From an optimization exercise on the open Yosys and OpenROAD flow, aimed at small area, a short achievable clock period and few clock cycles; shortcuts taken in it are not production practice.
In this exercise RTL edits were held to simulation tests only and were not proved equivalent to the original.
No activity file was given, so power comes from the tool's default toggle rates.

`flow/run.sh`:
```
#!/bin/bash
# synth_recipe.tcl (not shown) runs the flow's synth.tcl, then flattens the netlist and writes it again
# the make line also repeats each setting of config.mk as NAME=value (left out here)
make -C /OpenROAD-flow-scripts/flow DESIGN_CONFIG=/design/flow/config.mk WORK_HOME=/design/flow/orfs CLKGATE_MAP_FILE= SYNTH_SCRIPT=/design/flow/synth_recipe.tcl finish
```
`flow/design.v`:
```
module bitcopy_f16pack (
    input  wire [31:0] f,
    output reg  [15:0] h
);
    wire [7:0]  e = f[30:23];
    wire [11:0] n = {1'b1, f[22:12]};
    wire [3:0]  k = 4'd113 - e[3:0];           
    reg  [14:0] base;
    reg         rb;
    reg  [11:0] sh;
    always @* begin
        sh = n >> k;                             
        if (e > 8'd113) begin
            base = {e[4:0] - 5'd16, f[22:13]};   
            rb   = f[12];
        end else begin
            base = {4'd0, sh[11:1]};
            rb   = sh[0];
        end
        if (e == 8'hFF)
            h = {f[31], (f[22:0] != 23'd0) ? 15'h7E00 : 15'h7C00};
        else if (e >= 8'd143)
            h = {f[31], 15'h7C00};
        else if (e < 8'd101)
            h = {f[31], 15'd0};
        else
            h = {f[31], base + {14'd0, rb}};
    end
endmodule
module bitcopy_f16unpack (
    input  wire [15:0] h,
    output reg  [31:0] f
);
    wire [4:0] e = h[14:10];
    wire [9:0] m = h[9:0];
    reg  [3:0] k;
    reg  [9:0] frac;
    integer i;
    always @* begin
        k = 4'd0;
        for (i = 0; i < 10; i = i + 1)
            if (m[i]) k = i[3:0];
        frac = m << (4'd10 - k);
        if (e == 5'd0 && m == 10'd0)
            f = {h[15], 31'd0};
        else if (e == 5'd0)
            f = {h[15], {4'd0, k} + 8'd103, frac, 13'd0};
        else if (e != 5'd31)
            f = {h[15], {3'd0, e} + 8'd112, m, 13'd0};
        else
            f = {h[15], 8'hFF, m, 13'd0};
    end
endmodule
module bitcopy_core (
    input  wire        clk,
    input  wire        rst,
    input  wire        host_we,
    input  wire [3:0]  host_addr,
    input  wire [63:0] host_wdata,
    output reg         busy,
    output reg         done,
    output reg  [7:0]  status,
    output reg  [63:0] res,
    output wire [31:0] mem_addr,
    output reg         mem_re,
    output reg         mem_we,
    output wire [7:0]  mem_wdata,
    input  wire [7:0]  mem_rdata
);
    localparam [3:0] R_CMD = 4'd0, R_DBASE = 4'd2, R_DOFF = 4'd3, R_SBASE = 4'd4,
                     R_SOFF = 4'd5, R_CLEN = 4'd6, R_CAP = 4'd7, R_VAL = 4'd8;
    localparam [4:0] OP_COPY = 5'h01, OP_SATLEN = 5'h02, OP_SETBIT = 5'h03,
                     OP_SETU = 5'h04, OP_SETI = 5'h05, OP_SETF16 = 5'h06,
                     OP_SETF32 = 5'h07, OP_SETF64 = 5'h08, OP_GETBIT = 5'h09,
                     OP_GETU8 = 5'h0A, OP_GETU16 = 5'h0B, OP_GETU32 = 5'h0C,
                     OP_GETU64 = 5'h0D, OP_GETF16 = 5'h0E, OP_GETF32 = 5'h0F,
                     OP_GETF64 = 5'h10, OP_F16PACK = 5'h11, OP_F16UNPACK = 5'h12;
    localparam [1:0] ST_SUCCESS = 2'd0, ST_INVALID = 2'd2, ST_TOO_SMALL = 2'd3;
    localparam [2:0] S_IDLE = 3'd0, S_SETUP = 3'd1, S_RUN = 3'd2, S_BLOAD = 3'd3,
                     S_BDEC = 3'd4, S_TAIL = 3'd5, S_F16 = 3'd6;
    localparam [1:0] T_NONE = 2'd0, T_SRC = 2'd1, T_DH = 2'd2, T_DT = 2'd3;
    reg [31:0] dbase, doff, sbase, soff, clen, cap;
    reg [63:0] val;
    reg [4:0]  op;
    reg [6:0]  len;
    reg        rsv;           
    reg [2:0]  state;
    reg       legal;
    reg [6:0] flen;      
    always @* begin
        flen  = 7'd0;
        legal = !rsv;
        case (op)
            OP_COPY, OP_SATLEN, OP_F16PACK, OP_F16UNPACK: legal = legal && (len == 7'd0);
            OP_SETBIT, OP_GETBIT: begin legal = legal && (len == 7'd0); flen = 7'd1;  end
            OP_SETF16, OP_GETF16: begin legal = legal && (len == 7'd0); flen = 7'd16; end
            OP_SETF32, OP_GETF32: begin legal = legal && (len == 7'd0); flen = 7'd32; end
            OP_SETF64, OP_GETF64: begin legal = legal && (len == 7'd0); flen = 7'd64; end
            OP_SETU, OP_SETI, OP_GETU64: begin legal = legal && (len <= 7'd64); flen = len; end
            OP_GETU8:  begin legal = legal && (len <= 7'd8);  flen = len; end
            OP_GETU16: begin legal = legal && (len <= 7'd16); flen = len; end
            OP_GETU32: begin legal = legal && (len <= 7'd32); flen = len; end
            default: legal = 1'b0;
        endcase
    end
    wire is_copy = (op == OP_COPY);
    wire is_set  = (op >= OP_SETBIT) && (op <= OP_SETF64);
    wire is_get  = (op >= OP_GETBIT) && (op <= OP_GETF64);
    wire [35:0] avail_d  = {1'b0, cap, 3'b000} - {4'd0, doff};
    wire        av_neg   = avail_d[35];
    wire [36:0] sat_d    = {2'b0, cap, 3'b000} - {5'd0, doff} - {5'd0, clen};
    wire [31:0] satlen   = !sat_d[36] ? clen : av_neg ? 32'd0 : avail_d[31:0];
    wire [2:0]  cl_t     = clen[2:0] - 3'd1;
    wire [3:0]  cl_dt    = {1'b0, cl_t} + {1'b0, doff[2:0]};
    wire [29:0] nd_copy  = (clen == 32'd0) ? 30'd0 :
                           {1'b0, clen[31:3]} + {29'd0, (clen[2:0] != 3'd0) || (doff[2:0] != 3'd0)}
                           + {29'd0, (clen[2:0] != 3'd0) && cl_dt[3]};
    reg         av_negq, av_bigq;
    reg  [6:0]  av_loq;
    wire        fits     = av_bigq || (av_loq >= flen);
    wire        too_small = av_negq || !fits;
    wire [6:0]  sget     = fits ? flen : av_loq;
    wire [15:0] pack_out;
    wire [31:0] unpack_out;
    bitcopy_f16pack   u_pack   (.f(val[31:0]), .h(pack_out));
    bitcopy_f16unpack u_unpack (.h((state == S_F16) ? res[15:0] : val[15:0]), .f(unpack_out));
    reg [31:0] sp, dp;            
    reg        bwd;               
    reg        src_mem, dst_mem;  
    reg        tail_src;          
    reg [29:0] dleft;             
    reg        last;              
    reg [1:0]  b_r, b_v;          
    reg        e_q, c_q;
    reg [2:0]  sh_q, dm_q, tb_q;
    reg        pf_q, pl_q;        
    reg        first;
    reg [7:0]  w0, w1, w2;        
    reg [7:0]  dold_h, dold_t;
    reg        dvh, dvt, dqh, dqt;
    reg [1:0]  rtag;
    reg [2:0]  vidx, lane;
    reg        tail_pend;         
    wire        in_tail = (state == S_TAIL);
    wire [6:0]  slen7   = is_get ? sget : flen;
    wire [2:0]  p_sm    = in_tail ? 3'd0 : is_copy ? soff[2:0] : is_get ? doff[2:0] : 3'd0;
    wire [2:0]  p_dm    = in_tail ? 3'd0 : (is_copy || is_set) ? doff[2:0] : 3'd0;
    wire [2:0]  p_l3    = is_copy ? clen[2:0] : slen7[2:0];
    wire [2:0]  s_t     = p_l3 - 3'd1;
    wire [3:0]  s_dt    = {1'b0, s_t} + {1'b0, p_dm};
    wire [3:0]  s_st    = {1'b0, s_t} + {1'b0, p_sm};
    wire [3:0]  nd_fld  = (slen7 == 7'd0) ? 4'd0 :
                          {1'b0, slen7[6:3]} + {3'd0, (slen7[2:0] != 3'd0) || (p_dm != 3'd0)}
                          + {3'd0, (slen7[2:0] != 3'd0) && s_dt[3]};
    wire        p_nd0   = in_tail ? 1'b0 : is_copy ? (dleft == 30'd0) : (nd_fld == 4'd0);
    wire        p_nd1   = in_tail ? 1'b1 : is_copy ? (dleft == 30'd1) : (nd_fld == 4'd1);
    wire        s_e     = (p_sm < p_dm);
    wire        s_c     = s_e ? !s_dt[3] || s_st[3] : s_st[3] && !s_dt[3];
    wire [2:0]  s_tb    = p_dm + p_l3;
    wire        idle    = (state == S_IDLE);
    wire [28:0] nb      = clen[31:3];
    wire [3:0]  set_tail = ({1'b0, doff[2:0]} + {1'b0, flen[2:0]} - 4'd1) >> 3;
    wire [31:0] sa_x    = idle ? sbase : (state == S_SETUP) ? dp : sp;
    wire [31:0] sa_y    = idle ? {3'd0, soff[31:3]} :
                          (state == S_SETUP) ? {28'd0, set_tail} + {28'd0, flen[6:3]} : {3'd0, nb};
    wire [31:0] sa      = sa_x + sa_y + {31'd0, in_tail};
    wire [31:0] da_x    = idle ? dbase : dp;
    wire [31:0] da_y    = idle ? {3'd0, doff[31:3]} : {3'd0, nb};
    wire [31:0] da      = da_x + da_y + {31'd0, in_tail};
    reg  a_wr, a_rs, a_rh, a_rt, a_fv, sel_sp;
    wire running   = (state == S_RUN);
    wire need_hi   = e_q || (sh_q != 3'd0);
    wire        n_running = running && !(a_wr && last);
    wire        n_first   = first && !a_wr;
    wire        n_last    = a_wr ? (dleft == 30'd2) : last;
    wire [1:0]  n_b_r     = b_r - {1'b0, a_wr} + {1'b0, a_rs || a_fv};
    wire [1:0]  n_b_v     = b_v - {1'b0, a_wr} + {1'b0, (rtag == T_SRC) || a_fv};
    wire        n_dvh     = dvh || (rtag == T_DH);
    wire        n_dvt     = dvt || (rtag == T_DT);
    wire        n_dqh     = dqh || a_rh;
    wire        n_dqt     = dqt || a_rt;
    wire        le3       = (dleft[29:2] == 28'd0);
    wire        le4       = le3 || (dleft == 30'd4);
    wire [1:0]  n_dl      = dleft[1:0] - {1'b0, a_wr};
    wire [2:0]  n_dlc     = {1'b0, n_dl} + {2'd0, c_q};
    wire        n_iss     = (a_wr ? le4 : le3) && (n_dlc == {1'b0, n_b_r});
    wire d_srcok = n_b_v[1] || ((n_b_v == 2'd1) && (!need_hi || (n_iss && !a_rs)));
    wire d_ndh   = n_first && pf_q;
    wire d_ndt   = n_last && !n_first && pl_q;
    wire d_oldok = (!d_ndh || n_dvh) && (!d_ndt || n_dvt);
    wire d_wr    = n_running && d_srcok && d_oldok;
    wire d_wrm   = d_wr && dst_mem;
    wire d_rh    = n_running && !d_wrm && d_ndh && !n_dqh;
    wire d_rt    = n_running && !d_wrm && !d_rh && pl_q && !n_dqt && (tail_src || d_ndt);
    wire [1:0] d_bre = n_b_r - {1'b0, d_wr};
    wire d_want  = n_running && !n_iss && (d_bre != 2'd3);
    wire d_rs    = d_want && src_mem && !d_wrm && !d_rh && !d_rt;
    wire d_fv    = d_want && !src_mem;
    reg [7:0] vbyte;
    always @* begin
        case (op)
            OP_SETBIT: vbyte = {7'd0, (val != 64'd0)};
            OP_SETF16: vbyte = vidx[0] ? pack_out[15:8] : pack_out[7:0];
            default:   vbyte = val[{vidx, 3'b000} +: 8];
        endcase
    end
    reg [7:0] lo, hi;
    always @* begin
        case (b_v)
            2'd3:    begin lo = w0; hi = w1; end
            2'd2:    begin lo = w1; hi = w2; end
            default: begin lo = w2; hi = w2; end
        endcase
    end
    wire [15:0] fpair  = {hi, lo} >> sh_q;
    wire [7:0]  fbyte  = fpair[7:0];
    wire [7:0]  mask_h = 8'hFF << dm_q;
    wire [7:0]  mask_t = (tb_q == 3'd0) ? 8'hFF : ~(8'hFF << tb_q);
    wire [7:0]  mask   = (first ? mask_h : 8'hFF) & (last ? mask_t : 8'hFF);
    wire [7:0]  dold   = first ? dold_h : dold_t;
    wire [7:0]  wbyte  = (dold & ~mask) | (fbyte & mask);
    assign mem_addr  = sel_sp ? sp : dp;
    assign mem_wdata = wbyte;
    always @(posedge clk) begin
        if (host_we && !busy) begin
            case (host_addr)
                R_DBASE: dbase <= host_wdata[31:0];
                R_DOFF:  doff  <= host_wdata[31:0];
                R_SBASE: sbase <= host_wdata[31:0];
                R_SOFF:  soff  <= host_wdata[31:0];
                R_CLEN:  clen  <= host_wdata[31:0];
                R_CAP:   cap   <= host_wdata[31:0];
                R_VAL:   val   <= host_wdata;
                default: ;
            endcase
        end
    end
    wire go_copy_bwd_w;
    wire go_run = in_tail || (legal && !p_nd0 &&
                  (is_copy ? !go_copy_bwd_w : is_set ? !too_small : is_get));
    assign go_copy_bwd_w = go_copy_bwd;
    wire go_copy_bwd = (soff[2:0] == 3'd0) && (doff[2:0] == 3'd0) && (nb != 29'd0) &&
                       (dp > sp);
    always @(posedge clk) begin
        if (rtag == T_SRC) begin
            w0 <= w1; w1 <= w2; w2 <= mem_rdata;
        end else if (a_fv) begin
            w0 <= w1; w1 <= w2; w2 <= vbyte;
        end
        if (rtag == T_DH) dold_h <= mem_rdata;
        if (rtag == T_DT) dold_t <= mem_rdata;
        if (rst) begin
            state  <= S_IDLE;
            busy   <= 1'b0;
            done   <= 1'b0;
            status <= 8'd0;
            rtag   <= T_NONE;
            a_wr   <= 1'b0;
            a_rs   <= 1'b0;
            a_rh   <= 1'b0;
            a_rt   <= 1'b0;
            a_fv   <= 1'b0;
            mem_re <= 1'b0;
            mem_we <= 1'b0;
            sel_sp <= 1'b0;
        end else begin
            done <= 1'b0;
            rtag <= a_rs ? T_SRC : a_rh ? T_DH : a_rt ? T_DT : T_NONE;
            a_wr   <= d_wr;
            a_rs   <= d_rs;
            a_rh   <= d_rh;
            a_rt   <= d_rt;
            a_fv   <= d_fv;
            mem_re <= d_rs || d_rh || d_rt;
            mem_we <= d_wrm;
            sel_sp <= d_rs || (d_rt && tail_src);
            case (state)
                S_IDLE: begin
                    if (host_we && host_addr == R_CMD) begin
                        op      <= host_wdata[4:0];
                        len     <= host_wdata[14:8];
                        rsv     <= (host_wdata[7:5] != 3'd0) || (host_wdata[31:15] != 17'd0);
                        state   <= S_SETUP;
                        busy    <= 1'b1;
                        sp      <= sa;
                        dp      <= da;
                        dleft   <= nd_copy;
                        av_negq <= av_neg;
                        av_bigq <= !av_neg && (avail_d[34:7] != 28'd0);
                        av_loq  <= av_neg ? 7'd0 : avail_d[6:0];
                    end
                end
                S_SETUP, S_TAIL: begin
                    bwd      <= 1'b0;
                    src_mem  <= !is_set;
                    dst_mem  <= !is_get;
                    tail_src <= is_set && !in_tail;
                    if (in_tail) begin
                        sp    <= sa;
                        dp    <= da;
                        dleft <= 30'd1;
                    end else if (is_get) begin
                        sp    <= dp;
                        dleft <= {26'd0, nd_fld};
                    end else if (is_set) begin
                        sp    <= sa;
                        dleft <= {26'd0, nd_fld};
                    end
                    last    <= p_nd1;
                    b_r     <= {1'b0, s_e};
                    b_v     <= {1'b0, s_e};
                    e_q     <= s_e;
                    c_q     <= s_c;
                    sh_q    <= p_sm - p_dm;
                    dm_q    <= p_dm;
                    tb_q    <= s_tb;
                    pf_q    <= !is_get && ((p_dm != 3'd0) || (p_nd1 && (s_tb != 3'd0)));
                    pl_q    <= !is_get && !p_nd1 && (s_tb != 3'd0);
                    first   <= 1'b1;
                    dvh     <= 1'b0;
                    dvt     <= 1'b0;
                    dqh     <= 1'b0;
                    dqt     <= 1'b0;
                    vidx    <= 3'd0;
                    lane    <= 3'd0;
                    tail_pend <= 1'b0;
                    state   <= S_RUN;
                    a_rs    <= go_run && !is_set;
                    mem_re  <= go_run && (!is_set || (doff[2:0] != 3'd0));
                    sel_sp  <= go_run && !is_set;
                    a_rh    <= go_run && is_set && (doff[2:0] != 3'd0);
                    a_fv    <= go_run && is_set;
                    if (!in_tail) begin
                        if (!legal) begin
                            status <= {6'd0, ST_INVALID};
                            done   <= 1'b1;
                            busy   <= 1'b0;
                            state  <= S_IDLE;
                        end else if (op == OP_SATLEN) begin
                            res    <= {32'd0, satlen};
                            status <= {6'd0, ST_SUCCESS};
                            done   <= 1'b1;
                            busy   <= 1'b0;
                            state  <= S_IDLE;
                        end else if (op == OP_F16PACK) begin
                            res    <= {48'd0, pack_out};
                            status <= {6'd0, ST_SUCCESS};
                            done   <= 1'b1;
                            busy   <= 1'b0;
                            state  <= S_IDLE;
                        end else if (op == OP_F16UNPACK) begin
                            res    <= {32'd0, unpack_out};
                            status <= {6'd0, ST_SUCCESS};
                            done   <= 1'b1;
                            busy   <= 1'b0;
                            state  <= S_IDLE;
                        end else if (is_set && too_small) begin
                            status <= {6'd0, ST_TOO_SMALL};
                            done   <= 1'b1;
                            busy   <= 1'b0;
                            state  <= S_IDLE;
                        end else begin
                            if (is_get) res <= 64'd0;
                            if (is_copy && go_copy_bwd) begin
                                state <= S_BLOAD;
                            end else if (p_nd0) begin
                                status <= {6'd0, ST_SUCCESS};
                                done   <= 1'b1;
                                busy   <= 1'b0;
                                state  <= S_IDLE;
                            end
                        end
                    end
                end
                S_BLOAD: begin
                    sp        <= sa;
                    dp        <= da;
                    bwd       <= 1'b1;
                    dleft     <= {1'b0, nb};
                    last      <= (nb == 29'd1);
                    c_q       <= 1'b0;
                    tb_q      <= 3'd0;
                    pf_q      <= 1'b0;
                    pl_q      <= 1'b0;
                    tail_pend <= (clen[2:0] != 3'd0);
                    state     <= S_BDEC;
                end
                S_BDEC: begin
                    sp    <= sp - 32'd1;
                    dp    <= dp - 32'd1;
                    state <= S_RUN;
                    a_rs   <= 1'b1;
                    mem_re <= 1'b1;
                    sel_sp <= 1'b1;
                end
                S_RUN: begin
                    if (a_wr) begin
                        dleft <= dleft - 30'd1;
                        last  <= n_last;
                        first <= 1'b0;
                        if (dst_mem) dp <= bwd ? dp - 32'd1 : dp + 32'd1;
                        else res[{lane, 3'b000} +: 8] <= fbyte & mask;
                        lane  <= lane + 3'd1;
                        if (last) begin
                            if (tail_pend) begin
                                state <= S_TAIL;
                            end else if (op == OP_GETF16) begin
                                state <= S_F16;
                            end else begin
                                status <= {6'd0, ST_SUCCESS};
                                done   <= 1'b1;
                                busy   <= 1'b0;
                                state  <= S_IDLE;
                            end
                        end
                    end
                    if (a_rs) sp <= bwd ? sp - 32'd1 : sp + 32'd1;
                    if (a_fv) vidx <= vidx + 3'd1;
                    b_r <= n_b_r;
                    b_v <= n_b_v;
                    dqh <= n_dqh;
                    dqt <= n_dqt;
                    dvh <= n_dvh;
                    dvt <= n_dvt;
                end
                S_F16: begin
                    res    <= {32'd0, unpack_out};
                    status <= {6'd0, ST_SUCCESS};
                    done   <= 1'b1;
                    busy   <= 1'b0;
                    state  <= S_IDLE;
                end
                default: begin
                    state <= S_IDLE;
                    busy  <= 1'b0;
                end
            endcase
        end
    end
endmodule
```
`flow/config.mk`:
```
export PLATFORM = sky130hd
export DESIGN_NAME = bitcopy_core
export DESIGN_NICKNAME = bitcopy_core
export VERILOG_FILES = /design/flow/design.v
export SDC_FILE = /design/flow/constraint.sdc
export NUM_CORES = 4
export LEC_CHECK = 0
export CAP_MARGIN = 20
export CORE_MARGIN = 2
export CORE_UTILIZATION = 40
export SLEW_MARGIN = 20
```
`flow/constraint.sdc`:
```
create_clock -name core_clock -period 12.0 [get_ports {clk}]
set_input_delay 2.4000 -clock core_clock [delete_from_list [all_inputs] [get_ports {clk}]]
set_output_delay 2.4000 -clock core_clock [all_outputs]
set_load 0.01 [all_outputs]
```
==> run notes <==
==> layout by cell type, fill, tap and decap left out, drive strengths merged, types with 26 or more instances in the layout <==
| cell | count |
|---|---|
| o21a | 37 |
| o221ai | 54 |
| a21oi | 237 |
| nor4 | 65 |
| inv | 201 |
| mux2i | 110 |
| o31ai | 27 |
| ha | 211 |
| and3 | 49 |
| o211ai | 31 |
| edfxtp | 509 |
| nand3 | 99 |
| o22ai | 50 |
| o21ai | 279 |
| nor3 | 110 |
| nor2b | 46 |
| mux4 | 26 |
| nor2 | 324 |
| xor2 | 58 |
| buf | 57 |
| nand2b | 30 |
| nand2 | 449 |
| a21o | 60 |
| xnor2 | 107 |
| a22oi | 75 |
| mux2 | 52 |
| a31oi | 34 |
| or3 | 36 |
| nand4 | 57 |
| clkdlybuf4s50 | 188 |
| a221oi | 31 |
| clkbuf | 69 |
| clkinv | 28 |
| and2 | 32 |
==> stage by stage <==
step           total power, mW  instance area, um^2
2_1_floorplan             2.86                38400
3_5_place_dp              3.19                41500
3_3_place_gp              3.19                41400
6_report                  5.14                43600
5_1_grt                   5.34                43600
4_1_cts                   5.16                43500
==> routing by layer <==
metal	routed length (um)	up-vias	global-route usage, %
met5	0	-	0
met4	4630	0	8.60
met3	11800	233	4.54
met2	62000	1609	42.3
met1	60700	16705	39.1
li1	-	15625	-
==> flip-flops by register name (all words and copies together) (netlist names), 5 cells and up <==
| name | flops |
|---|---|
| res | 64 |
| val | 64 |
| cap | 32 |
| clen | 32 |
| dbase | 32 |
| doff | 32 |
| dp | 32 |
| sbase | 32 |
| soff | 32 |
| sp | 32 |
| dleft | 30 |
| dold_h | 8 |
| w0 | 8 |
| w1 | 8 |
| w2 | 8 |
| av_loq | 7 |
| dold_t | 7 |
| len | 7 |
| op | 5 |
==> power by group through the flow <==
stage               Combinational (mW)  Sequential [mW]  Clock [mW]
floorplan                        0.686             2.17           0
global placement                 0.972             2.21           0
detailed placement               0.981             2.21           0
CTS                              0.987             2.17        2.00
global route                      1.10             2.18        2.06
finish                           0.998             2.18        1.97
==> worst max-delay path by stage <==
stage,slack (ns),depth (start not counted),to
5_1_grt,4.47,26,status[1]
3_5_place_dp,5.23,26,status[1]
6_report,5.07,26,status[1]
3_3_place_gp,5.24,26,status[1]
2_1_floorplan,2.16,12,res[0]
4_1_cts,5.17,26,status[1]
==> worst max-delay path: cells and delay by family (launching register included) <==
kind / cells / cell delay (ns)
xor gates and xnor gates: 1 / 0.10
muxes: 1 / 0.22
adders and majority gates: 4 / 1.30
and+or+nand+nor: 7 / 1.88
buffers and inverters: 3 / 0.45
AOI/OAI and AO/OA: 10 / 2.26
DFF: 1 / 0.65
==> cell type report <==
| type | instances | share of cell area [%] |
|---|---|---|
| Clock inverter | 44 | 1.26 |
| Sequential cell | 526 | 35.9 |
| Multi-Input combinational cell | 3117 | 48.7 |
| Tap cell | 1265 | 3.63 |
| Inverter | 199 | 1.71 |
| Timing Repair Buffer | 245 | 5.32 |
| Antenna cell | 2 | 0.0115 |
| Clock buffer | 69 | 3.52 |
==> cell families (layout without fill, tap and decap cells) <==
family | after synthesis | after routing
simple gates | 1399 | 1399
compound gates | 1138 | 1138
flops | 526 | 526
buf+inv | 426 | 557
fa+ha+maj | 220 | 220
mux | 188 | 188
xor+xnor | 166 | 166
other cells | 1 | 8
==> run_results.csv <==
group,metric,value,unit
floorplan,die_y,314,um
routing,dr_iter_0_viols,4269,
flow_run,max_cap_viol_count,0,
routing,via_count,34172,
finish,multi_input_comb_area,0.0212,mm^2
routing,post_drt_via_cell_ratio,6.25,
routing,antenna_violating_nets_post_route,0,
worst_setup_path,rrSetupSlack,5.07,ns
timing,timing.final.max_slew_violations,0,
finish,nFillCells,9142,
synthesis,ys_seq_area_share,40.8,%
timing,fmaxAchievable,144,MHz
power,ir_worst_vdd,117,uV
finish,layout.nets,4447,
power,intPower,3.64,mW
synthesis,synth_top_area_cell,"sky130_fd_sc_hd__edfxtp_1",
synthesis,synth.avg_cell_area,9.43,um^2
grt,grt_first_pass_wirelength,205000,um
timing,timing.final.crit_share,57.7,%
worst_setup_path,startpoint,"op[1]",
synthesis,synth_top_area_share,39.9,%
floorplan,core_area,0.0950,mm^2
synthesis,largest_family_of_logic_cells_by_synthesized_area,"compound AO/OA/AOI/OAI gates",
timing,rsz_0062_raised_after_global_routing,"false",
synthesis,synth_xor_area_share,3.83,%
synthesis,asyncSetResetFlopFracSynth,0,%
power,leakagePower,15.9,nW
power,power_switching_share,29.3,%
timing,finalHoldWorstSlack,0.473,ns
finish,postLayoutCoreUtil,45.9,%
synthesis,synth_most_common_cell,"sky130_fd_sc_hd__edfxtp_1",
timing,fin_crit,6.93,ns
routing,wirelength,139000,um
clock_network,tritoncts.num_buffers,60,
synthesis,netlist_area,0.0383,mm^2
timing,fin_skew,0.0506,ns
clock_network,tritoncts,"built",
power,pwr-share-clk,38.3,%
clock_network,clk_transition_reported_paths,0.06,ns
clock_network,cts_setup_buffers,0,
clock_network,postCtsHoldBufs,0,
timing,setup_ws,5.07,ns
clock_network,ctsLongestPathBuffers,3,
synthesis,ys_seq_elements,526,
synthesis,ys_warn_count,4,
finish,final_layout_size_suffix_gt1_share,7.52,%
outcome,status,"finished clean",
finish,layout.cells.non_filler,5467,
worst_setup_path,cpPeakStageDelay,0.74,ns
routing,drc_errors,0,
placed_design,total_instance_count_after_detailed_placement,5350,
floorplan,die-width,314,um
worst_setup_path,startpoint_type,"register",
worst_hold_path,min-delay-path-class,"reg2reg",
timing,setup_violations,0,
timing,final.setup.tns,0,ns
grt,largest_net_degree_at_the_start_of_global_routing,77,
grt,grt_usage,27.4,%
clock_network,post_cts_resize_count,0,
worst_setup_path,worst_r2r_path_depth,26,
worst_setup_path,r2r-start,"op[1]",
clock_network,clkSinkCount,526,
clock_network,clockRootBuffer,"sky130_fd_sc_hd__clkbuf_16",
clock_network,insertion_delay,0.68,ns
finish,area_delta_synth_final,13.7,%
worst_setup_path,cp_common_cell,"sky130_fd_sc_hd__ha_1",
synthesis,yosys.area_share.simple,17.9,%
grt,globalRoute.totalOverflow,0,
floorplan,initial_utilization,40.3,%
placed_design,place.gp.congestion,0.990,
synthesis,post_synth_fa_ha_maj_area_fraction,7.33,%
synthesis,synth_compound_area_share,20.0,%
worst_setup_path,reg2reg_to,"status[1]",
synthesis,synth_common_cells,"sky130_fd_sc_hd__edfxtp_1 (509), sky130_fd_sc_hd__nand2_1 (448), sky130_fd_sc_hd__nor2_1 (324)",
worst_setup_path,worst-setup-path-type,"reg2reg",
worst_setup_path,timing.critical_path.required,12.60,ns
placed_design,pre_cts_ws,5.23,ns
timing,finalHoldViolCount,0,
synthesis,netlist-cell-type-count,106,
worst_setup_path,end_kind,"register",
synthesis,post_synth_inst_count,4064,
grt,grt_pass1_vias,31673,
worst_setup_path,cell_with_the_biggest_individual_delay_on_the_critical_path,"sky130_fd_sc_hd__or4b_2",
worst_setup_path,crit_path_max_fanout,19,
synthesis,ys_top_cells_by_area,"sky130_fd_sc_hd__edfxtp_1 (40%), sky130_fd_sc_hd__ha_1 (6.9%), sky130_fd_sc_hd__nand2_1 (4.4%), sky130_fd_sc_hd__o21ai_0 (3.6%), sky130_fd_sc_hd__nor2_1 (3.2%)",
power,cellPowerDensity,118,mW/mm^2
worst_setup_path,arrival,7.53,ns
synthesis,dominantRegCellSynth,"sky130_fd_sc_hd__edfxtp_1",
worst_hold_path,hold_start,"w1[7]",
finish,area.sequential,0.0156,mm^2
floorplan,die-area,0.0983,mm^2
power,netSwitchingPower,1.50,mW
timing,worst_slew_margin_rel,22.5,%
floorplan,top_level_ports,195,
synthesis,synth_enable_flop_cells,509,
timing,worst_pin_slew,1.16,ns
placed_design,total_half_perimeter_wirelength_after_legalization_and_detailed_placement,104000,um
placed_design,buffer_ports.inserted,188,
worst_hold_path,whs_endpoint,"w0[7]",
power,sequentialPowerShare,42.3,%
power,comb_power_share,19.4,%
routing,avgRoutedWirePerCell,25.5,um
floorplan,std_cell_rows,113,
clock_network,htreeDepth,2,
worst_hold_path,whs_path_depth,0,
synthesis,mux_cell_area_share_after_synthesis,5.93,%
grt,grt_antenna_before_repair,3,
routing,drtPass1Iterations,5,
Testbench counts, summed over its fixed seeds: cycles 44,238.

==> what the ideal ports hide <==
No port has a modelled driver above. Below, the same layout with a new extraction and two added sets of constraints. Step 1: set_driving_cell puts a clkbuf_16 on clk and a buf_2 on each other input, an assumption about the parent block. Step 2 moves the port delays by t, midway between the first and last clock arrival at a register: inputs arrive t later, outputs are due t later. That takes back most of the time a late clock gives input paths. a / b / c = ideal / step 1 / step 2; a / b = the first two.
shift t [ns]: 0.722
setup WS [ns]: 5.075 / 5.075 / 5.075
worst hold slack (ns): 0.473 / 0.473 / 0.473
After both steps setup and hold are still met in this run. The setup slack of this run moves by 0.000 ns with the drivers and by 0.000 ns with both steps.
